Background: an optimization exercise with open tools, aiming at a short achievable clock period and few clock cycles. Do not read the settings as production practice. Only simulation tests tie the RTL to the original design; equivalence was not proved. Power and IR drop assume default switching activity.

==> inputs of harbor <==
==> flow/design.v (excerpt) <==
module gnss_frame_core (
    input  wire        clk,
    input  wire        rst,           
    input  wire        cmd_valid,
    output wire        cmd_ready,
    input  wire [9:0]  cmd,
    output reg         resp_valid,
    output reg  [23:0] resp_data
);
export LEC_CHECK = 0
export ABC_CLOCK_PERIOD_IN_PS = 3000
export CAP_MARGIN = 20
export CORE_MARGIN = 2
export CORE_UTILIZATION = 40
export CTS_BUF_LIST = sky130_fd_sc_hd__clkbuf_16
export CTS_CLUSTER_DIAMETER = 100
export CTS_CLUSTER_SIZE = 25
export PLACE_DENSITY = 0.6
export SLEW_MARGIN = 20
create_clock -name core_clock -period 10.0 [get_ports {clk}]
standard.sh (not shown) runs the stock make flow with config.mk's settings and CLKGATE_MAP_FILE= SYNTH_SCRIPT=/design/flow/synth_recipe.tcl, a recipe that flattens the netlist after the stock synthesis.
==> flow/flow/run.sh <==
#!/bin/bash
set -euo pipefail
bash standard.sh SETUP_SLACK_MARGIN=6.7 finish > standard_flow.log 2>&1
==> amber: changes against harbor <==
--- a/flow/design.v
+++ b/flow/design.v
@@ -6,17 +6,18 @@
     input  wire [9:0]  cmd,
     output reg         resp_valid,
     output reg  [23:0] resp_data
 );
     localparam [1:0] P_RTCM3 = 2'd1, P_NMEA = 2'd2;
     localparam [2:0] R_NONE = 3'd0, R_INVLEN = 3'd1, R_CRC = 3'd2, R_TOOLONG = 3'd3,
                      R_CKSUM = 3'd4;
     localparam [1:0] K_SHORT = 2'd0, K_RTCM = 2'd1, K_NMEA = 2'd2;
-    localparam       ID = 16;         
+    localparam       ID = 8;          
+    localparam       IW = $clog2(ID);
     function [23:0] crc8;
         input [23:0] c;
         input [7:0]  b;
         integer i;
         reg [23:0] v;
         begin
             v = c ^ {b, 16'h0000};
             for (i = 0; i < 8; i = i + 1)
@@ -53,30 +54,34 @@
     wire       restart;           
     reg        scan;
     wire       ldh  = (!hv || pop) && (ib_cnt != 3'd0) && !scan;
     wire       ld   = ldh && !restart;    
     wire [9:0] ibh  = ib[ib_rd];
     reg        r1v;
     reg  [6:0] r1a;
     reg  [63:0] r1g;
-    wire [7:0] r1b  = r1g[{r1a[6:4], 3'b000} +: 8];
+    reg        r2v;
+    reg  [7:0] r2b;
+    reg  [6:0] r2a1;
     always @(posedge clk) begin
         ib[ib_wr] <= cmd;             
         if (ldh) begin
             hop   <= {ibh[9:8] == 2'd3, ibh[9:8] == 2'd2, ibh[9:8] == 2'd1, ibh[9:8] == 2'd0};
             hbyte <= ibh[7:0];
             hcls  <= cls(ibh[7:0]);
             hcrc  <= crc8(24'd0, ibh[7:0]);
-        end else if (r1v) begin
-            hbyte <= r1b;
-            hcls  <= cls(r1b);
-            hcrc  <= crc8(24'd0, r1b);
-            hsa1  <= r1a + 7'd1;
+        end else if (r2v) begin
+            hbyte <= r2b;
+            hcls  <= cls(r2b);
+            hcrc  <= crc8(24'd0, r2b);
+            hsa1  <= r2a1;
         end
+        r2b  <= r1g[{r1a[6:4], 3'b000} +: 8];
+        r2a1 <= r1a + 7'd1;
         if (rst) begin
             ib_wr  <= 2'd0;
             ib_rd  <= 2'd0;
             ib_cnt <= 3'd0;
             rdy_r  <= 1'b1;
             hv     <= 1'b0;
         end else begin
             ib_wr  <= ib_wr + {1'b0, taken};
@@ -109,52 +114,54 @@
     reg  [2:0]    qh, qt;
     reg  [3:0]    qc;
     reg           sinit, rs_full;
     reg  [6:0]    fa;
     reg  [7:0]    fl;
     reg           r0v, sbv;
     reg  [6:0]    r0a;
     reg           act, hzr;
+    reg           rstr;           
     reg  [6:0]    ua;
     reg  [7:0]    ur;
-    reg  [40:0]   it [0:ID-1];
-    reg  [3:0]    it_wr, it_rd;
+    reg  [22:0]   it [0:ID-1];
+    reg  [IW-1:0] it_wr, it_rd;
     reg  [4:0]    it_cnt;
     reg           it_room;        
     reg           iw;
-    reg  [40:0]   iw_d;
+    reg  [22:0]   iw_d;
     reg           iwr;
-    reg  [40:0]   iwr_d;
+    reg  [22:0]   iwr_d;
     wire          it_pop;
     wire          q_has  = (qc != 4'd0);
     wire          q_full = qc[3];
-    wire [21:0]   qhd    = qm[qh];
+    reg  [21:0]   qhd;            
+    wire [2:0]    qh1    = qh + 3'd1;
     wire          nx_slot = q_has && qhd[21];
     wire          f_push = hv && hop[0] && it_room && !hzr;
     wire          f_has  = hv && hop[1] && it_room;
-    wire          f_next = hv && hop[2] && it_room && (!nx_slot || !act);
+    wire          f_next = hv && hop[2] && it_room &&
+                           (!nx_slot || !act || (rstr && ur <= 8'd2));
     wire          f_rst  = hv && hop[3];
     assign        pop    = f_push | f_has | f_next | f_rst;
     wire          ovf    = f_push && av[7];
     wire          stp    = f_push || sbv;                 
     wire [7:0]    b      = hbyte;
     wire [9:0]    bc     = hcls;
     wire [6:0]    sa1    = scan ? hsa1 : wp + 7'd1;       
     wire [7:0]    av1    = av + 8'd1;
     wire [6:0]    rp1    = rp + 7'd1;
     wire          b_nl   = bc[0];
     wire          b_dl   = bc[1];
     wire          b_st   = bc[2];
     wire          b_ns   = bc[4];
     wire          b_hx   = bc[5];
     wire [3:0]    b_hv   = bc[9:6];
-    wire          av5    = (av == 8'd5);
-    wire          av95   = (av == 8'd95);
-    wire          need1  = (need == 11'd1);
+    reg           av5, av95;      
+    reg           need1;          
     wire          rt_ok  = (crc[15:0] == 16'd0) && (b == crc[23:16]);
     wire          r6_ok  = (cw5[15:0] == 16'd0) && (b == cw5[23:16]);
     wire [9:0]    L      = {s2[1:0], s3};
     reg           n_enq;
     reg  [21:0]   n_desc;
     reg           n_rst;
     reg  [6:0]    n_rp;
     reg  [7:0]    n_av;
@@ -262,36 +269,35 @@
                         end
                     end
                 end
                 default: ;
             endcase
         end
     end
     assign restart = stp && n_rst;
-    wire scan_done = scan && !sinit && !r0v && !r1v && !sbv && fl == 8'd0 && it_room;
+    wire scan_done = scan && !sinit && !r0v && !r1v && !r2v && !sbv && fl == 8'd0 && it_room;
     always @(*) begin
         iw   = 1'b0;
-        iw_d = 41'd0;
+        iw_d = 23'd0;
         if (f_push && !ovf && !n_rst) begin
             iw   = 1'b1;
-            iw_d = {17'd0, 23'd0, q_has | n_enq};
+            iw_d = {1'b1, 21'd0, q_has | n_enq};
         end else if (scan_done) begin
             iw   = 1'b1;
-            iw_d = {17'd0, 23'd0, q_has};
+            iw_d = {1'b1, 21'd0, q_has};
         end else if (f_has) begin
             iw   = 1'b1;
-            iw_d = {17'd0, 23'd0, q_has};
+            iw_d = {1'b1, 21'd0, q_has};
         end else if (f_next) begin
             iw = 1'b1;
             if (!q_has)
-                iw_d = {17'd0, 24'h140000};
+                iw_d = {2'b00, 6'b000101, 15'd0};       
             else
-                iw_d = {qhd[21], 1'b0, qhd[14:8], qhd[7:0],
-                        qhd[20:15], 10'd0, qhd[7:0]};
+                iw_d = {1'b0, qhd};
         end
     end
     wire       nx_open = f_next && nx_slot;
     reg        rw_v;
     reg  [127:0] rw_oh, wpoh;      
     genvar gi;
     generate
         for (gi = 0; gi < 128; gi = gi + 1) begin : g_ring
@@ -313,159 +319,178 @@
             na4 <= n3 | n4 | n5 | b_ns;
             cw1 <= hcrc;
             cw2 <= crc8(cw1, 8'd0) ^ hcrc;
             cw3 <= crc8(cw2, 8'd0) ^ hcrc;
             cw4 <= crc8(cw3, 8'd0) ^ hcrc;
             cw5 <= crc8(cw4, 8'd0) ^ hcrc;
             crc  <= n_crc;
             need <= n_need;
+            need1 <= (n_need == 11'd1);
             xr   <= n_xr;
             h1c  <= n_h1c;
             sst  <= n_sst;
             nok  <= n_nok;
         end
         if (stp && n_enq)
             qm[qt] <= n_desc;
+        if (stp && n_enq && !q_has)
+            qhd <= n_desc;
+        else if ((stp && n_enq && q_full) || (f_next && q_has))
+            qhd <= qm[qh1];
         iwr_d <= iw_d;
         if (iwr)
             it[it_wr] <= iwr_d;
         r1a <= r0a;
         r1g <= {ring[{3'd7, r0a[3:0], 3'b000} +: 8], ring[{3'd6, r0a[3:0], 3'b000} +: 8],
                 ring[{3'd5, r0a[3:0], 3'b000} +: 8], ring[{3'd4, r0a[3:0], 3'b000} +: 8],
                 ring[{3'd3, r0a[3:0], 3'b000} +: 8], ring[{3'd2, r0a[3:0], 3'b000} +: 8],
                 ring[{3'd1, r0a[3:0], 3'b000} +: 8], ring[{3'd0, r0a[3:0], 3'b000} +: 8]};
     end
     always @(posedge clk) begin
         if (rst) begin
             wp      <= 7'd0;
             wpoh    <= 128'd1;
             rp      <= 7'd0;
             av      <= 8'd0;
+            av5     <= 1'b0;
+            av95    <= 1'b0;
             ck      <= K_SHORT;
             qh      <= 3'd0;
             qt      <= 3'd0;
             qc      <= 4'd0;
             scan    <= 1'b0;
             sinit   <= 1'b0;
             fl      <= 8'd0;
             r0v     <= 1'b0;
             r1v     <= 1'b0;
+            r2v     <= 1'b0;
             sbv     <= 1'b0;
             rw_v    <= 1'b0;
         end else begin
             rw_v <= f_push;
             if (f_push) begin
                 wp   <= wp + 7'd1;
                 wpoh <= {wpoh[126:0], wpoh[127]};
             end
             if (stp) begin
                 rp <= n_rp;
                 av <= n_av;
+                av5  <= (n_av == 8'd5);
+                av95 <= (n_av == 8'd95);
                 ck <= n_ck;
                 if (n_enq) begin
                     qt <= qt + 3'd1;
                     if (q_full) qh <= qh + 3'd1;
                     else        qc <= qc + 4'd1;
                 end
             end
             if (f_next && q_has) begin
                 qh <= qh + 3'd1;
                 qc <= qc - 4'd1;
             end
             if (f_rst) begin
                 wp <= 7'd0;
                 wpoh <= 128'd1;
                 rp <= 7'd0;
                 av <= 8'd0;
+                av5  <= 1'b0;
+                av95 <= 1'b0;
                 ck <= K_SHORT;
                 qh <= 3'd0;
                 qt <= 3'd0;
                 qc <= 4'd0;
             end
             if (restart) begin
                 scan    <= 1'b1;
                 sinit   <= 1'b1;
                 rs_full <= ovf;
                 fa      <= rp1;
                 r0v     <= 1'b0;
                 r1v     <= 1'b0;
+                r2v     <= 1'b0;
                 sbv     <= 1'b0;
             end else if (sinit) begin
                 sinit <= 1'b0;
                 fl    <= rs_full ? 8'd128 : {1'b0, wp - fa};
             end else begin
                 r0v <= scan && fl != 8'd0;
                 if (scan && fl != 8'd0) begin
                     r0a <= fa;
                     fa  <= fa + 7'd1;
                     fl  <= fl - 8'd1;
                 end
                 r1v <= r0v;
-                sbv <= r1v;
+                r2v <= r1v;
+                sbv <= r2v;
                 if (scan_done)
                     scan <= 1'b0;
             end
         end
     end
-    wire [40:0] ith = it[it_rd];
+    wire [22:0] ith = it[it_rd];
     reg  [7:0]  o_cnt;
     reg  [6:0]  o_addr;
     reg         p1v, p1d, p2v, p2d;
     reg  [23:0] p1w, p2w;
     reg  [6:0]  p1a;
     reg  [2:0]  p2h;
     reg  [63:0] p2g;
     assign it_pop = (o_cnt == 8'd0) && (it_cnt != 5'd0);
     always @(posedge clk) begin
         if (rst) begin
-            it_wr  <= 4'd0;
-            it_rd  <= 4'd0;
+            it_wr  <= {IW{1'b0}};
+            it_rd  <= {IW{1'b0}};
             it_cnt <= 5'd0;
             iwr    <= 1'b0;
             it_room <= 1'b1;
             o_cnt  <= 8'd0;
             act    <= 1'b0;
+            rstr   <= 1'b0;
             hzr    <= 1'b0;
             p1v    <= 1'b0;
             p2v    <= 1'b0;
             resp_valid <= 1'b0;
         end else begin
             iwr    <= iw;
             it_room <= ({1'b0, it_cnt} + {5'd0, iwr}) <= ID - 2;
-            it_wr  <= it_wr + {3'd0, iwr};
-            it_rd  <= it_rd + {3'd0, it_pop};
+            it_wr  <= it_wr + iwr;
+            it_rd  <= it_rd + it_pop;
             it_cnt <= it_cnt + {4'd0, iwr} - {4'd0, it_pop};
             if (nx_open) begin
                 act <= 1'b1;
+                rstr <= 1'b0;
                 ua  <= qhd[14:8];
                 ur  <= qhd[7:0];
                 hzr <= {1'b0, wp - qhd[14:8]} < qhd[7:0];
             end else begin
-                if (o_cnt != 8'd0) begin
+                if (it_pop && ith[21])
+                    rstr <= 1'b1;
+                if (o_cnt != 8'd0 && rstr) begin
                     ua <= ua + 7'd1;
                     ur <= ur - 8'd1;
                     if (ur == 8'd1) act <= 1'b0;
                 end
-                hzr <= act && ({1'b0, wp - ua} < ur || {1'b0, wp + 7'd1 - ua} < ur);
+                hzr <= act && (f_rst || {1'b0, wp - ua} < ur ||
+                               {1'b0, wp + 7'd1 - ua} < ur);
             end
             p1v <= 1'b0;
             if (o_cnt != 8'd0) begin
                 p1v    <= 1'b1;
                 p1d    <= 1'b1;
                 p1a    <= o_addr;
                 o_addr <= o_addr + 7'd1;
                 o_cnt  <= o_cnt - 8'd1;
             end else if (it_pop) begin
                 p1v <= 1'b1;
                 p1d <= 1'b0;
-                p1w <= ith[23:0];
-                if (ith[40]) begin
-                    o_addr <= ith[38:32];
-                    o_cnt  <= ith[31:24];
+                p1w <= ith[22] ? {23'd0, ith[0]} : {ith[20:15], 10'd0, ith[7:0]};
+                if (ith[21]) begin
+                    o_addr <= ith[14:8];
+                    o_cnt  <= ith[7:0];
                 end
             end
             p2v <= p1v;
             resp_valid <= p2v;
         end
         p2d <= p1d;
         p2w <= p1w;
         p2h <= p1a[6:4];
==> flow/flow/run.sh (replaced) <==
#!/bin/bash
set -euo pipefail
bash standard.sh SETUP_SLACK_MARGIN=7.2 finish > standard_flow.log 2>&1
==> impl_metrics.yaml <==
run_status:
  status: "finished clean"
yosys:
  yosys-top-cells-count: "edfxtp_1, mux4_2, dfxtp_1"
  synth-compound-area-share_pct: 2.81
  synth_area_leaders: "edfxtp_1, mux4_2, dfxtp_1, xnor2_1, xor2_1"
  ys_types: 73
cells_and_area:
  synthToLayoutAreaGrowth_pct: 9.00
drt:
  viasPerCell: 5.61
power:
  pwr-share-seq_pct: 50.1
  seq-power_uw: 13700
  pwr-share-clk_pct: 18.2
placed_design:
  dp.cells: 8964
worst_setup_path:
  arrival_ps: 1380
sta:
  hold_ws_ps: 345
min_path:
  hold_path_startpoint: "r0a[6]"
die:
  core_sq_mm: 0.246
That was amber.
==> impl_metrics.yaml <==
drt:
  viasPerCell: 5.59
worst_setup_path:
  arrival_ps: 4080
yosys:
  ys_types: 81
  yosys-top-cells-count: "edfxtp_1, mux4_2, dfxtp_1"
  synth_top_area_cell: "edfxtp_1"
  synth-compound-area-share_pct: 2.34
  synth-xor-area-share_pct: 5.59
placed_design:
  dp.cells: 9268
min_path:
  hold_path_startpoint: "p1w[2]"
run_status:
  status: "finished clean"
power:
  seq-power_uw: 14500
  pwr-share-seq_pct: 49.7
sta:
  hold_ws_ps: 324
die:
  core_sq_mm: 0.262
cells_and_area:
  synthToLayoutAreaGrowth_pct: 8.66
That was harbor.
Testbench counts of harbor, summed over its fixed seeds: cycles 60,446.
Testbench counts of amber, summed over its fixed seeds: cycles 60,339.

==> sierra <==
gnss_frame_core with an RTL version that a note above also has.
## gnss_frame_core
module gnss_frame_core (
    input  wire        clk,
    input  wire        rst,           
    input  wire        cmd_valid,
    output wire        cmd_ready,
    input  wire [9:0]  cmd,
    output reg         resp_valid,
    output reg  [23:0] resp_data
);
Settings: LEC_CHECK=0, ABC_CLOCK_PERIOD_IN_PS=3000, CAP_MARGIN=20, CORE_MARGIN=2, CORE_UTILIZATION=55, CTS_BUF_LIST=sky130_fd_sc_hd__clkbuf_16, CTS_CLUSTER_DIAMETER=100, CTS_CLUSTER_SIZE=25, PLACE_DENSITY=0.7, SLEW_MARGIN=20; clock period 10.0 ns.
==> flow/flow/run.sh <==
#!/bin/bash
set -euo pipefail
bash standard.sh SETUP_SLACK_MARGIN=6.7 finish > standard_flow.log 2>&1
==> yarrow: changes against sierra <==
--- a/flow/design.v
+++ b/flow/design.v
@@ -6,18 +6,17 @@
     input  wire [9:0]  cmd,
     output reg         resp_valid,
     output reg  [23:0] resp_data
 );
     localparam [1:0] P_RTCM3 = 2'd1, P_NMEA = 2'd2;
     localparam [2:0] R_NONE = 3'd0, R_INVLEN = 3'd1, R_CRC = 3'd2, R_TOOLONG = 3'd3,
                      R_CKSUM = 3'd4;
     localparam [1:0] K_SHORT = 2'd0, K_RTCM = 2'd1, K_NMEA = 2'd2;
-    localparam       ID = 8;          
-    localparam       IW = $clog2(ID);
+    localparam       ID = 16;         
     function [23:0] crc8;
         input [23:0] c;
         input [7:0]  b;
         integer i;
         reg [23:0] v;
         begin
             v = c ^ {b, 16'h0000};
             for (i = 0; i < 8; i = i + 1)
@@ -48,40 +47,35 @@
     reg  [3:0] hop;               
     reg  [7:0] hbyte;
     reg  [9:0] hcls;
     reg  [23:0] hcrc;             
     reg  [6:0] hsa1;              
     wire       pop;               
     wire       restart;           
     reg        scan;
-    wire       ldh  = (!hv || pop) && (ib_cnt != 3'd0) && !scan;
-    wire       ld   = ldh && !restart;    
+    wire       ld   = (!hv || pop) && (ib_cnt != 3'd0) && !scan && !restart;
     wire [9:0] ibh  = ib[ib_rd];
     reg        r1v;
     reg  [6:0] r1a;
     reg  [63:0] r1g;
-    reg        r2v;
-    reg  [7:0] r2b;
-    reg  [6:0] r2a1;
+    wire [7:0] r1b  = r1g[{r1a[6:4], 3'b000} +: 8];
     always @(posedge clk) begin
         ib[ib_wr] <= cmd;             
-        if (ldh) begin
+        if (ld) begin
             hop   <= {ibh[9:8] == 2'd3, ibh[9:8] == 2'd2, ibh[9:8] == 2'd1, ibh[9:8] == 2'd0};
             hbyte <= ibh[7:0];
             hcls  <= cls(ibh[7:0]);
             hcrc  <= crc8(24'd0, ibh[7:0]);
-        end else if (r2v) begin
-            hbyte <= r2b;
-            hcls  <= cls(r2b);
-            hcrc  <= crc8(24'd0, r2b);
-            hsa1  <= r2a1;
+        end else if (r1v) begin
+            hbyte <= r1b;
+            hcls  <= cls(r1b);
+            hcrc  <= crc8(24'd0, r1b);
+            hsa1  <= r1a + 7'd1;
         end
-        r2b  <= r1g[{r1a[6:4], 3'b000} +: 8];
-        r2a1 <= r1a + 7'd1;
         if (rst) begin
             ib_wr  <= 2'd0;
             ib_rd  <= 2'd0;
             ib_cnt <= 3'd0;
             rdy_r  <= 1'b1;
             hv     <= 1'b0;
         end else begin
             ib_wr  <= ib_wr + {1'b0, taken};
@@ -114,54 +108,52 @@
     reg  [2:0]    qh, qt;
     reg  [3:0]    qc;
     reg           sinit, rs_full;
     reg  [6:0]    fa;
     reg  [7:0]    fl;
     reg           r0v, sbv;
     reg  [6:0]    r0a;
     reg           act, hzr;
-    reg           rstr;           
     reg  [6:0]    ua;
     reg  [7:0]    ur;
-    reg  [22:0]   it [0:ID-1];
-    reg  [IW-1:0] it_wr, it_rd;
+    reg  [40:0]   it [0:ID-1];
+    reg  [3:0]    it_wr, it_rd;
     reg  [4:0]    it_cnt;
-    reg           it_room;        
+    wire          it_room = (it_cnt < ID - 1);    
     reg           iw;
-    reg  [22:0]   iw_d;
+    reg  [40:0]   iw_d;
     reg           iwr;
-    reg  [22:0]   iwr_d;
+    reg  [40:0]   iwr_d;
     wire          it_pop;
     wire          q_has  = (qc != 4'd0);
     wire          q_full = qc[3];
-    reg  [21:0]   qhd;            
-    wire [2:0]    qh1    = qh + 3'd1;
+    wire [21:0]   qhd    = qm[qh];
     wire          nx_slot = q_has && qhd[21];
     wire          f_push = hv && hop[0] && it_room && !hzr;
     wire          f_has  = hv && hop[1] && it_room;
-    wire          f_next = hv && hop[2] && it_room &&
-                           (!nx_slot || !act || (rstr && ur <= 8'd2));
+    wire          f_next = hv && hop[2] && it_room && (!nx_slot || !act);
     wire          f_rst  = hv && hop[3];
     assign        pop    = f_push | f_has | f_next | f_rst;
     wire          ovf    = f_push && av[7];
     wire          stp    = f_push || sbv;                 
     wire [7:0]    b      = hbyte;
     wire [9:0]    bc     = hcls;
     wire [6:0]    sa1    = scan ? hsa1 : wp + 7'd1;       
     wire [7:0]    av1    = av + 8'd1;
     wire [6:0]    rp1    = rp + 7'd1;
     wire          b_nl   = bc[0];
     wire          b_dl   = bc[1];
     wire          b_st   = bc[2];
     wire          b_ns   = bc[4];
     wire          b_hx   = bc[5];
     wire [3:0]    b_hv   = bc[9:6];
-    reg           av5, av95;      
-    reg           need1;          
+    wire          av5    = (av == 8'd5);
+    wire          av95   = (av == 8'd95);
+    wire          need1  = (need == 11'd1);
     wire          rt_ok  = (crc[15:0] == 16'd0) && (b == crc[23:16]);
     wire          r6_ok  = (cw5[15:0] == 16'd0) && (b == cw5[23:16]);
     wire [9:0]    L      = {s2[1:0], s3};
     reg           n_enq;
     reg  [21:0]   n_desc;
     reg           n_rst;
     reg  [6:0]    n_rp;
     reg  [7:0]    n_av;
@@ -269,35 +261,36 @@
                         end
                     end
                 end
                 default: ;
             endcase
         end
     end
     assign restart = stp && n_rst;
-    wire scan_done = scan && !sinit && !r0v && !r1v && !r2v && !sbv && fl == 8'd0 && it_room;
+    wire scan_done = scan && !sinit && !r0v && !r1v && !sbv && fl == 8'd0 && it_room;
     always @(*) begin
         iw   = 1'b0;
-        iw_d = 23'd0;
+        iw_d = 41'd0;
         if (f_push && !ovf && !n_rst) begin
             iw   = 1'b1;
-            iw_d = {1'b1, 21'd0, q_has | n_enq};
+            iw_d = {17'd0, 23'd0, q_has | n_enq};
         end else if (scan_done) begin
             iw   = 1'b1;
-            iw_d = {1'b1, 21'd0, q_has};
+            iw_d = {17'd0, 23'd0, q_has};
         end else if (f_has) begin
             iw   = 1'b1;
-            iw_d = {1'b1, 21'd0, q_has};
+            iw_d = {17'd0, 23'd0, q_has};
         end else if (f_next) begin
             iw = 1'b1;
             if (!q_has)
-                iw_d = {2'b00, 6'b000101, 15'd0};       
+                iw_d = {17'd0, 24'h140000};
             else
-                iw_d = {1'b0, qhd};
+                iw_d = {qhd[21], 1'b0, qhd[14:8], qhd[7:0],
+                        qhd[20:15], 10'd0, qhd[7:0]};
         end
     end
     wire       nx_open = f_next && nx_slot;
     reg        rw_v;
     reg  [127:0] rw_oh, wpoh;      
     genvar gi;
     generate
         for (gi = 0; gi < 128; gi = gi + 1) begin : g_ring
@@ -319,178 +312,157 @@
             na4 <= n3 | n4 | n5 | b_ns;
             cw1 <= hcrc;
             cw2 <= crc8(cw1, 8'd0) ^ hcrc;
             cw3 <= crc8(cw2, 8'd0) ^ hcrc;
             cw4 <= crc8(cw3, 8'd0) ^ hcrc;
             cw5 <= crc8(cw4, 8'd0) ^ hcrc;
             crc  <= n_crc;
             need <= n_need;
-            need1 <= (n_need == 11'd1);
             xr   <= n_xr;
             h1c  <= n_h1c;
             sst  <= n_sst;
             nok  <= n_nok;
         end
         if (stp && n_enq)
             qm[qt] <= n_desc;
-        if (stp && n_enq && !q_has)
-            qhd <= n_desc;
-        else if ((stp && n_enq && q_full) || (f_next && q_has))
-            qhd <= qm[qh1];
         iwr_d <= iw_d;
         if (iwr)
             it[it_wr] <= iwr_d;
         r1a <= r0a;
         r1g <= {ring[{3'd7, r0a[3:0], 3'b000} +: 8], ring[{3'd6, r0a[3:0], 3'b000} +: 8],
                 ring[{3'd5, r0a[3:0], 3'b000} +: 8], ring[{3'd4, r0a[3:0], 3'b000} +: 8],
                 ring[{3'd3, r0a[3:0], 3'b000} +: 8], ring[{3'd2, r0a[3:0], 3'b000} +: 8],
                 ring[{3'd1, r0a[3:0], 3'b000} +: 8], ring[{3'd0, r0a[3:0], 3'b000} +: 8]};
     end
     always @(posedge clk) begin
         if (rst) begin
             wp      <= 7'd0;
             wpoh    <= 128'd1;
             rp      <= 7'd0;
             av      <= 8'd0;
-            av5     <= 1'b0;
-            av95    <= 1'b0;
             ck      <= K_SHORT;
             qh      <= 3'd0;
             qt      <= 3'd0;
             qc      <= 4'd0;
             scan    <= 1'b0;
             sinit   <= 1'b0;
             fl      <= 8'd0;
             r0v     <= 1'b0;
             r1v     <= 1'b0;
-            r2v     <= 1'b0;
             sbv     <= 1'b0;
             rw_v    <= 1'b0;
         end else begin
             rw_v <= f_push;
             if (f_push) begin
                 wp   <= wp + 7'd1;
                 wpoh <= {wpoh[126:0], wpoh[127]};
             end
             if (stp) begin
                 rp <= n_rp;
                 av <= n_av;
-                av5  <= (n_av == 8'd5);
-                av95 <= (n_av == 8'd95);
                 ck <= n_ck;
                 if (n_enq) begin
                     qt <= qt + 3'd1;
                     if (q_full) qh <= qh + 3'd1;
                     else        qc <= qc + 4'd1;
                 end
             end
             if (f_next && q_has) begin
                 qh <= qh + 3'd1;
                 qc <= qc - 4'd1;
             end
             if (f_rst) begin
                 wp <= 7'd0;
                 wpoh <= 128'd1;
                 rp <= 7'd0;
                 av <= 8'd0;
-                av5  <= 1'b0;
-                av95 <= 1'b0;
                 ck <= K_SHORT;
                 qh <= 3'd0;
                 qt <= 3'd0;
                 qc <= 4'd0;
             end
             if (restart) begin
                 scan    <= 1'b1;
                 sinit   <= 1'b1;
                 rs_full <= ovf;
                 fa      <= rp1;
                 r0v     <= 1'b0;
                 r1v     <= 1'b0;
-                r2v     <= 1'b0;
                 sbv     <= 1'b0;
             end else if (sinit) begin
                 sinit <= 1'b0;
                 fl    <= rs_full ? 8'd128 : {1'b0, wp - fa};
             end else begin
                 r0v <= scan && fl != 8'd0;
                 if (scan && fl != 8'd0) begin
                     r0a <= fa;
                     fa  <= fa + 7'd1;
                     fl  <= fl - 8'd1;
                 end
                 r1v <= r0v;
-                r2v <= r1v;
-                sbv <= r2v;
+                sbv <= r1v;
                 if (scan_done)
                     scan <= 1'b0;
             end
         end
     end
-    wire [22:0] ith = it[it_rd];
+    wire [40:0] ith = it[it_rd];
     reg  [7:0]  o_cnt;
     reg  [6:0]  o_addr;
     reg         p1v, p1d, p2v, p2d;
     reg  [23:0] p1w, p2w;
     reg  [6:0]  p1a;
     reg  [2:0]  p2h;
     reg  [63:0] p2g;
     assign it_pop = (o_cnt == 8'd0) && (it_cnt != 5'd0);
     always @(posedge clk) begin
         if (rst) begin
-            it_wr  <= {IW{1'b0}};
-            it_rd  <= {IW{1'b0}};
+            it_wr  <= 4'd0;
+            it_rd  <= 4'd0;
             it_cnt <= 5'd0;
             iwr    <= 1'b0;
-            it_room <= 1'b1;
             o_cnt  <= 8'd0;
             act    <= 1'b0;
-            rstr   <= 1'b0;
             hzr    <= 1'b0;
             p1v    <= 1'b0;
             p2v    <= 1'b0;
             resp_valid <= 1'b0;
         end else begin
             iwr    <= iw;
-            it_room <= ({1'b0, it_cnt} + {5'd0, iwr}) <= ID - 2;
-            it_wr  <= it_wr + iwr;
-            it_rd  <= it_rd + it_pop;
+            it_wr  <= it_wr + {3'd0, iwr};
+            it_rd  <= it_rd + {3'd0, it_pop};
             it_cnt <= it_cnt + {4'd0, iwr} - {4'd0, it_pop};
             if (nx_open) begin
                 act <= 1'b1;
-                rstr <= 1'b0;
                 ua  <= qhd[14:8];
                 ur  <= qhd[7:0];
                 hzr <= {1'b0, wp - qhd[14:8]} < qhd[7:0];
             end else begin
-                if (it_pop && ith[21])
-                    rstr <= 1'b1;
-                if (o_cnt != 8'd0 && rstr) begin
+                if (o_cnt != 8'd0) begin
                     ua <= ua + 7'd1;
                     ur <= ur - 8'd1;
                     if (ur == 8'd1) act <= 1'b0;
                 end
-                hzr <= act && (f_rst || {1'b0, wp - ua} < ur ||
-                               {1'b0, wp + 7'd1 - ua} < ur);
+                hzr <= act && ({1'b0, wp - ua} < ur || {1'b0, wp + 7'd1 - ua} < ur);
             end
             p1v <= 1'b0;
             if (o_cnt != 8'd0) begin
                 p1v    <= 1'b1;
                 p1d    <= 1'b1;
                 p1a    <= o_addr;
                 o_addr <= o_addr + 7'd1;
                 o_cnt  <= o_cnt - 8'd1;
             end else if (it_pop) begin
                 p1v <= 1'b1;
                 p1d <= 1'b0;
-                p1w <= ith[22] ? {23'd0, ith[0]} : {ith[20:15], 10'd0, ith[7:0]};
-                if (ith[21]) begin
-                    o_addr <= ith[14:8];
-                    o_cnt  <= ith[7:0];
+                p1w <= ith[23:0];
+                if (ith[40]) begin
+                    o_addr <= ith[38:32];
+                    o_cnt  <= ith[31:24];
                 end
             end
             p2v <= p1v;
             resp_valid <= p2v;
         end
         p2d <= p1d;
         p2w <= p1w;
         p2h <= p1a[6:4];
==> flow/run.sh (new file) <==
#!/bin/bash
# synth_recipe.tcl (not shown) runs the flow's synth.tcl, then flattens the netlist and writes it again
# the make line also repeats each setting of config.mk as NAME=value (left out here)
make -C /OpenROAD-flow-scripts/flow DESIGN_CONFIG=/design/flow/config.mk WORK_HOME=/design/flow/orfs CLKGATE_MAP_FILE= SYNTH_SCRIPT=/design/flow/synth_recipe.tcl finish
==> flow/config.mk (replaced) <==
export PLATFORM = sky130hd
export DESIGN_NAME = gnss_frame_core
export DESIGN_NICKNAME = gnss_frame_core
export VERILOG_FILES = /design/flow/design.v
export SDC_FILE = /design/flow/constraint.sdc
export NUM_CORES = 4
export LEC_CHECK = 0
export ABC_CLOCK_PERIOD_IN_PS = 3000
export CAP_MARGIN = 20
export CORE_MARGIN = 2
export CORE_UTILIZATION = 40
export PLACE_DENSITY = 0.6
export SETUP_SLACK_MARGIN = 5
export SLEW_MARGIN = 20
removed: flow/flow/run.sh
removed: flow/standard.sh
==> reports/metrics.cfg <==
[timing]
grt_setup_unrepaired = yes

[floorplan]
rows = 156
die_w_um = 429

[worst_setup_path]
r2r_setup_slack_ps = 6800
path_cells = buf_6
cp-end-kind = output port

[layout]
clk_share_pct = 2.94
layout.nonclk_buf_share_pct = 1.14
fin_area_sq_um = 106000
seq_share_pct = 61.1

[global_route]
grt_max_degree = 145
grtUsageMet2_pct = 41.1

[clock_network]
cts_sinks = 2334

[outcome]
status = finished clean

[drt]
wl_met2_mm = 113

That was sierra.
==> reports/metrics.cfg <==
[outcome]
status = finished clean

[worst_setup_path]
crit_path_end = hcls[2]
path_cells = inv_1 > ha_1 > a31oi_4 > and3_4 > nand2_1 > inv_1 > a2111oi_4 > nand2_4 > inv_2 > or4b_4 > o22ai_1
r2r_setup_slack_ps = 5450
cp-end-kind = register

[floorplan]
die_w_um = 516
rows = 188

[synth]
netlist_top_cells_count = 1939 x edfxtp_1, 838 x mux4_2, 541 x dfxtp_1

[clock_network]
cts_sinks = 2480

[layout]
inv_count = 85
clk_share_pct = 7.40
layout.nonclk_buf_share_pct = 0.941
seq_share_pct = 58.5

[timing]
grt_setup_unrepaired = no

[drt]
wl_met2_mm = 124
drt-total-wl_mm = 259

[global_route]
grtUsageMet2_pct = 31.0

That was yarrow.
Testbench counts of sierra, summed over its fixed seeds: cycles 60,339.
Testbench counts of yarrow, summed over its fixed seeds: cycles 60,446.

-- re-timing with driven ports --
How much do the figures lean on ideal ports? The routed layouts below were timed once more, with nothing changed but the port constraints. Step 1: set_driving_cell puts a clkbuf_16 on clk and a buf_2 on each other input, an assumption about the parent block. Step 2 adds t to the input delays and takes it off the output delays; t is the mean of the earliest and latest rising clock arrival at the registers after step 1. Input paths then give back, and output paths get back, about the clock's delay inside the block. a / b / c = ideal ports / drivers / drivers and shift; a / b = the first two.
| run | t (ns) | setup WS [ns] | hold WS [ns] | clock arrival spread, ns | worst slew at a driven data input, ns |
|---|---|---|---|---|---|
| harbor | 0.874 | 6.636 / 6.568 / 6.026 | 0.324 / 0.324 / 0.324 | 0.057 / 0.056 | 0.19 |
| amber | 0.857 | 6.622 / 6.535 / 6.374 | 0.345 / 0.345 / 0.345 | 0.060 / 0.060 | 0.21 |
| sierra | 0.850 | 6.735 / 6.652 / 6.032 | 0.292 / 0.292 / 0.292 | 0.094 / 0.095 | 0.07 |
| yarrow | 1.011 | 5.450 / 5.450 / 5.450 | 0.336 / 0.336 / 0.336 | 0.087 / 0.086 | 0.24 |
After both steps every run listed still meets setup and hold. The setup slack of sierra, which loses most, moves by -0.083 ns with the drivers and by -0.703 ns with both steps.
